Context: an optimization exercise on an open-source flow, tuned for small area and a short achievable clock period. The choices shown serve that exercise and are no tape-out recipe. In this exercise RTL edits were held to simulation tests only and were not proved equivalent to the original.

== job 1170 ==
Design infoled_core, start of the top module:
module infoled_core (
    input  wire        clk,
    input  wire        rst,
    input  wire [31:0] now_us,
    input  wire        cmd_valid,
    input  wire [18:0] cmd_word,
    input  wire [5:0]  sym_rd_addr,
    output wire        out_symbol_value,
    output wire [7:0]  out_brightness,
    output wire        out_flatten,
    output wire [7:0]  ri_brightness,
    output wire        ri_calib_active,
    output wire [3:0]  ri_calib_index,
    output wire        ri_frame_active,
    output wire [5:0]  ri_frame_index,
    output wire [1:0]  checksum,
    output wire [15:0] payload_q,
    output wire [31:0] epoch_q,
    output wire [4:0]  status,
    output wire        sym_rd_data,
    output wire        sym_rd_valid
);
    reg [15:0] payload;
    reg [1:0]  pattern;
    reg        en;
    reg [31:0] epoch;
    reg        err_busy;
    reg        err_illegal;
    wire [2:0]  op   = cmd_word[18:16];
    wire [15:0] data = cmd_word[15:0];
    always @(posedge clk) begin
        if (rst) begin
            payload     <= 16'h0000;
            pattern     <= 2'b00;
            en          <= 1'b0;
            epoch       <= 32'd0;
            err_busy    <= 1'b0;
            err_illegal <= 1'b0;
        end else if (cmd_valid) begin
            case (op)
                3'd0: ;
                3'd1: begin
                    if (!en) payload  <= data;
                    else     err_busy <= 1'b1;
                end
                3'd2: begin
                    if (!en) pattern  <= data[1:0];
                    else     err_busy <= 1'b1;
                end
                3'd3: begin
                    en    <= 1'b1;
                    epoch <= now_us;
                end
                3'd4: en <= 1'b0;
                3'd5: begin
                    err_busy    <= 1'b0;
                    err_illegal <= 1'b0;
                end
                default: err_illegal <= 1'b1;
            endcase
        end
    end
    assign checksum = payload[1:0]   ^ payload[3:2]   ^ payload[5:4]   ^ payload[7:6]
                    ^ payload[9:8]   ^ payload[11:10] ^ payload[13:12] ^ payload[15:14];
    function frame_bit;
        input [5:0]  j;
        input [15:0] pl;
        input [1:0]  ck;
        reg ev, fl;
        begin
            fl = 1'b1;
            case (j[5:1])
  ...
For scale: about 1500 cells after synthesis, ~53 flip-flops, roughly 13000 µm² of cells after synthesis.
==> flow/config.mk <==
export PLATFORM = sky130hd
export DESIGN_NAME = infoled_core
export DESIGN_NICKNAME = infoled_core
export VERILOG_FILES = /design/flow/design.v
export SDC_FILE = /design/flow/constraint.sdc
export NUM_CORES = 4
export LEC_CHECK = 0
export ABC_AREA = 1
export CAP_MARGIN = 20
export CORE_MARGIN = 2
export CORE_UTILIZATION = 70
export CTS_BUF_LIST = sky130_fd_sc_hd__clkbuf_8
export SLEW_MARGIN = 20
export SYNTH_HIERARCHICAL = 1
export SYNTH_MINIMUM_KEEP_SIZE = 0
==> flow/constraint.sdc <==
create_clock -name core_clock -period 200.0 [get_ports {clk}]
set_input_delay 40.0000 -clock core_clock [delete_from_list [all_inputs] [get_ports {clk}]]
set_output_delay 40.0000 -clock core_clock [all_outputs]
set_load 0.01 [all_outputs]
standard.sh (not shown) runs the stock make flow with config.mk's settings and CLKGATE_MAP_FILE= SYNTH_SCRIPT=/design/flow/synth_recipe.tcl, a recipe that flattens the netlist after the stock synthesis.
==> flow/flow/run.sh <==
#!/bin/bash
set -euo pipefail
export BUFFER_PORTS_ARGS="-buffer_cell sky130_fd_sc_hd__buf_1"
bash standard.sh finish > standard_flow.log 2>&1
### job 1170 -> job 1533
# job 1170
export LEC_CHECK = 0
export ABC_AREA = 1
export CAP_MARGIN = 20
export CORE_MARGIN = 2
export CORE_UTILIZATION = 70
export CTS_BUF_LIST = sky130_fd_sc_hd__clkbuf_8
export SLEW_MARGIN = 20
export SYNTH_HIERARCHICAL = 1
export SYNTH_MINIMUM_KEEP_SIZE = 0
create_clock -name core_clock -period 200.0 [get_ports {clk}]
# job 1533
export LEC_CHECK = 0
export ABC_AREA = 1
export CAP_MARGIN = 20
export CORE_MARGIN = 2
export CORE_UTILIZATION = 80
export CTS_BUF_LIST = sky130_fd_sc_hd__clkbuf_8
export SLEW_MARGIN = 20
export SYNTH_HIERARCHICAL = 1
export SYNTH_MINIMUM_KEEP_SIZE = 0
create_clock -name core_clock -period 200.0 [get_ports {clk}]
Re shortest period the worst path allows: job 1170 was lower than job 1533.
Compared with job 1170, in job 1533 number of H-tree levels neither gained nor lost much; routed wire length picked up an extra 22%; die footprint lost about 12%; count of filler cells inserted in the layout lost 621.
The post-route standard cell area excluding fillers was comparable across job 1170 and job 1533.
Setup changes, job 1533 to job 2496
# job 1533
export LEC_CHECK = 0
export ABC_AREA = 1
export CAP_MARGIN = 20
export CORE_MARGIN = 2
export CORE_UTILIZATION = 80
export CTS_BUF_LIST = sky130_fd_sc_hd__clkbuf_8
export SLEW_MARGIN = 20
export SYNTH_HIERARCHICAL = 1
export SYNTH_MINIMUM_KEEP_SIZE = 0
create_clock -name core_clock -period 200.0 [get_ports {clk}]
# job 2496
export LEC_CHECK = 0
export ABC_AREA = 1
export CAP_MARGIN = 20
export CORE_MARGIN = 2
export CORE_UTILIZATION = 70
export CTS_BUF_LIST = sky130_fd_sc_hd__clkbuf_8
export PLACE_DENSITY = 0.85
export SLEW_MARGIN = 20
export SYNTH_HIERARCHICAL = 1
export SYNTH_MINIMUM_KEEP_SIZE = 0
create_clock -name core_clock -period 200.0 [get_ports {clk}]
Notes after the runs:
- Looking at first-pass GRT wire length across both flows, job 2496 is the stronger of the two, with job 1533 trailing.
- Looking at the reports, job 2496 completed the entire flow and the layout it produced met the timing, design-rule and antenna checks.
- [compare] base=job 1533 new=job 2496: final area roughly the same, routed wire length lower, final standard cell count with taps included and fillers excluded higher, arithmetic-cell share of the synthesized area counting full adders, half adders and majority gates roughly the same.
- Looking at wire length on met2, job 2496 sits 13% below job 1533.
- Routing usage on met1 is higher on job 1533


## before
infoled_core again, from the RTL that the note above started with.
Settings: LEC_CHECK=0, ABC_AREA=1, CAP_MARGIN=20, CORE_MARGIN=2, CORE_UTILIZATION=55, CTS_BUF_LIST=sky130_fd_sc_hd__clkbuf_8, SLEW_MARGIN=20, SYNTH_HIERARCHICAL=1, SYNTH_MINIMUM_KEEP_SIZE=0; clock period 200.0 ns.
Scripts as last shown in full above: flow/flow/run.sh
before was carried through to the last stage, and its layout satisfied the timing, design-rule and antenna checks.
Input changes introduced in after (baseline for comparison: before):
diff --git a/flow/config.mk b/flow/config.mk
--- a/flow/config.mk
+++ b/flow/config.mk
@@ -12 +11,0 @@
-export CTS_BUF_LIST = sky130_fd_sc_hd__clkbuf_8
## What came out
- Taking before as the reference, in after cell area higher, total wire length after detailed routing roughly the same, number of synthesized flops with an enable pin roughly the same, measured slew at the worst slew-check pin roughly the same.
- after against before: multiplexer share of the synthesized area essentially unchanged, clock period minus final worst setup slack decreased 0.0086 ns.

-- separate check: timing with driven ports --
No port has a modelled driver above. Below, the same layouts with a new extraction and two added sets of constraints.
Step 1, drivers: a clkbuf_16 drives clk and a buf_2 each remaining input, both assumed.
Step 2 moves the port delays by t, midway between the first and last clock arrival at a register: inputs arrive t later, outputs are due t later. That takes back most of the time a late clock gives input paths.
Slacks: no drivers / after step 1 / after step 2; pairs: no drivers / after step 1.
run | shift t [ns] | setup WS [ns] | worst setup path after step 2
job 1170 | 0.355 | 90.794 / 90.774 / 90.774 | input to output
job 1533 | 0.351 | 89.950 / 89.930 / 89.930 | input to output
job 2496 | 0.359 | 90.797 / 90.766 / 90.766 | input to output
before | 0.352 | 90.879 / 90.857 / 90.857 | input to output
after | 0.333 | 90.888 / 90.866 / 90.866 | input to output
After both steps setup and hold are still met in every run listed. For job 2496, which loses most, drivers alone change the setup slack by -0.031 ns; drivers and shift together by -0.031 ns.
